This design comes from an exercise in tuning for small area, a short achievable clock period and few clock cycles per item on the open sky130 flow, not from production work. Only simulation tests tie the RTL to the original design; equivalence was not proved. Power figures rest on the tool's default switching activity, not on a simulated workload.

## fjord
Design ppc_encode, start of the top module:
module ppc_encode (
    input  wire         clk,
    input  wire         rst,         
    input  wire         wr_en,
    input  wire [7:0]   wr_addr,
    input  wire [31:0]  wr_data,
    output wire         busy,
    output wire [11:0]  status,
    output wire [6:0]   rxlen,
    output wire [511:0] raw
);
Size in the first run: ~1600 flip-flops.
Settings: LEC_CHECK=0, CAP_MARGIN=20, CORE_MARGIN=2, CORE_UTILIZATION=45, PLACE_DENSITY=0.6, SLEW_MARGIN=20, BUFFER_PORTS_ARGS=-buffer_cell sky130_fd_sc_hd__buf_2, PLACE_PINS_ARGS=-min_distance 2, SETUP_SLACK_MARGIN=5.5, FASTROUTE_TCL=/design/flow/flow/fastroute.tcl, DONT_USE_CELLS=sky130_fd_sc_hd__a222oi_1; clock period 10.0 ns.
standard.sh (not shown) runs the stock make flow with config.mk's settings and CLKGATE_MAP_FILE= SYNTH_SCRIPT=/design/flow/synth_recipe.tcl, a recipe that flattens the netlist after the stock synthesis.
==> flow/flow/run.sh <==
#!/bin/bash
set -e
cat >> config.mk <<EOC
export BUFFER_PORTS_ARGS = -buffer_cell sky130_fd_sc_hd__buf_2
export PLACE_PINS_ARGS = -min_distance 2
export SETUP_SLACK_MARGIN = 5.5
export FASTROUTE_TCL = $(pwd)/flow/fastroute.tcl
export DONT_USE_CELLS = sky130_fd_sc_hd__a222oi_1
EOC
bash standard.sh > standard.log 2>&1
==> flow/flow/fastroute.tcl <==
# Global routing layers: as the platform's, but met1 (the cell pin and power
# rail layer) keeps only 30% of its capacity for global routes, so the
# detailed router does not have to clear crowded met1 around cell pins.
set_global_routing_layer_adjustment met1 0.7
set_global_routing_layer_adjustment met2-met5 0.2
set_routing_layers -clock met3-met5
set_routing_layers -signal met1-met5
Testbench counts of fjord, summed over its fixed seeds: cycles 3,774, encodes 384.
Relative to fjord, the following input files were edited for indigo:
Settings: putting CTS_CLUSTER_SIZE at 25 where nothing was set; swapping 45 for 40 in CORE_UTILIZATION.
diff --git a/flow/flow/run.sh b/flow/flow/run.sh
--- a/flow/flow/run.sh
+++ b/flow/flow/run.sh
@@ -8,0 +9 @@
+export CTS_CLUSTER_SIZE = 25
Findings:
Setup slack in indigo is larger than in fjord.
Compared indigo against fjord; fraction of standard cell area that is sequential within noise.
Detailed-route wire length: indigo higher than fjord
Delta (indigo minus fjord): latest clock arrival within the worst-skew pair closely matched the old numbers; sequential standard cell area closely matched the old numbers; count of clock-buffer cells in the layout decreased by 9.2% relative to the old numbers.
Diff fjord..indigo | post-route standard cell area excluding fillers | negligible
Compared with fjord, in indigo combinational fraction of design power climbed 0.2 points; met1 usage in global routing dropped 5.7 points.
Changes in garnet relative to indigo:
Settings: CORE_UTILIZATION changed from 40 to 50; CTS_CLUSTER_SIZE removed (was 25).
diff --git a/flow/flow/run.sh b/flow/flow/run.sh
--- a/flow/flow/run.sh
+++ b/flow/flow/run.sh
@@ -9 +8,0 @@
-export CTS_CLUSTER_SIZE = 25
Notes after the runs:
indigo -> garnet: number of max-slew violations in the final report delta 0, exact match
Delta (garnet minus indigo): areal power density over the cells moved up, total vias in the final route was more or less identical, routed wire length shows a reduction of 3.8%, switching power total has remained practically unchanged.
Against indigo, non-clock buffer count in garnet fell by a few percent.
In terms of count of flip-flops with a built-in enable after synthesis, indigo and garnet differ only marginally.
Inputs modified between garnet and willow:
Settings: changing CORE_UTILIZATION from 50 to 40.
### Flow results
Delta (willow minus garnet): post-layout minimum cycle time shows an increase of 110 ps, worst setup slack shows a reduction of 110 ps, relative contribution of combinational cells to total power shows no meaningful change, signed area change from the synthesized netlist to the final layout shows an increase of 1.9 points, count of hold-fix buffers inserted at cts shows no meaningful change. Compared with garnet, willow degrades cell leakage power. A cell with the biggest individual delay on the critical path of sky130_fd_sc_hd__edfxtp_1 is what willow shows, while sky130_fd_sc_hd__nand3_2 belongs to garnet. The utilization of willow falls short of that of garnet by 11 points.


ppc_encode again, from the RTL that the note above started with.
==> flow/config.mk <==
export PLATFORM = sky130hd
export DESIGN_NAME = ppc_encode
export DESIGN_NICKNAME = ppc_encode
export VERILOG_FILES = /design/flow/design.v
export SDC_FILE = /design/flow/constraint.sdc
export NUM_CORES = 8
export LEC_CHECK = 0
export CAP_MARGIN = 20
export CORE_MARGIN = 2
export CORE_UTILIZATION = 50
export PLACE_DENSITY = 0.6
export SLEW_MARGIN = 20
export BUFFER_PORTS_ARGS = -buffer_cell sky130_fd_sc_hd__buf_2
export PLACE_PINS_ARGS = -min_distance 2
export SETUP_SLACK_MARGIN = 5.5
export FASTROUTE_TCL = /design/flow/flow/fastroute.tcl
export DONT_USE_CELLS = sky130_fd_sc_hd__a222oi_1
export CTS_CLUSTER_SIZE = 25
==> flow/constraint.sdc <==
create_clock -name core_clock -period 10.0 [get_ports {clk}]
set_input_delay 2.0000 -clock core_clock [delete_from_list [all_inputs] [get_ports {clk}]]
set_output_delay 2.0000 -clock core_clock [all_outputs]
set_load 0.01 [all_outputs]
==> flow/flow/run.sh <==
#!/bin/bash
set -e
cat >> config.mk <<EOC
export BUFFER_PORTS_ARGS = -buffer_cell sky130_fd_sc_hd__buf_2
export PLACE_PINS_ARGS = -min_distance 2
export SETUP_SLACK_MARGIN = 5.5
export FASTROUTE_TCL = $(pwd)/flow/fastroute.tcl
export DONT_USE_CELLS = sky130_fd_sc_hd__a222oi_1
export CTS_CLUSTER_SIZE = 25
EOC
bash standard.sh > standard.log 2>&1
Scripts as last shown in full above: flow/flow/fastroute.tcl
Testbench counts at the start, summed over its fixed seeds: cycles 3,774, encodes 384.
Edit:
==> flow/flow/run.sh (replaced) <==
#!/bin/bash
set -e
cat >> config.mk <<EOC
export BUFFER_PORTS_ARGS = -buffer_cell sky130_fd_sc_hd__buf_2
export PLACE_PINS_ARGS = -min_distance 2
export SETUP_SLACK_MARGIN = 5.25
export FASTROUTE_TCL = $(pwd)/flow/fastroute.tcl
export DONT_USE_CELLS = sky130_fd_sc_hd__a222oi_1
EOC
bash standard.sh > standard.log 2>&1
- CTS_CLUSTER_SIZE: 25 -> unset
- SETUP_SLACK_MARGIN: 5.5 -> 5.25
Outcome: Die area stays the same; total power is lower slightly; clock skew hardly moves; worst setup slack got worse by 0.21 ns; wire length went down slightly; utilization drops by 1.2 points; design area came out lower by a few percent; first-iteration DRC count shrinks by a few percent; global-route usage decreases by 0.60 points.

==> port drivers added, routing unchanged <==
The results above use ideal ports. As a check the final layouts listed here were re-extracted and re-timed, cells and wires unchanged.
Step 1, drivers: a clkbuf_16 drives clk and a buf_2 each remaining input, both assumed.
Step 2 moves the port delays by t, midway between the first and last clock arrival at a register: inputs arrive t later, outputs are due t later. That takes back most of the time a late clock gives input paths.
Three values: no drivers, after step 1, after step 2; two values: the first two.
| run | t (ns) | setup slack, ns | latest minus earliest clock arrival (ns) | cell pins on the clock port's net |
|---|---|---|---|---|
| fjord | 0.901 | 5.282 / 5.192 / 4.629 | 0.047 / 0.046 | 1 |
| indigo | 0.891 | 5.324 / 5.249 / 4.645 | 0.056 / 0.056 | 1 |
| garnet | 0.885 | 5.408 / 5.329 / 4.566 | 0.055 / 0.055 | 1 |
| willow | 0.890 | 5.299 / 5.223 / 4.645 | 0.056 / 0.056 | 1 |
| the first run of note 2 | 0.885 | 5.408 / 5.329 / 4.566 | 0.055 / 0.055 | 1 |
| the second run of note 2 | 0.888 | 5.198 / 5.118 / 4.400 | 0.055 / 0.056 | 1 |
After both steps every run listed still meets setup and hold.
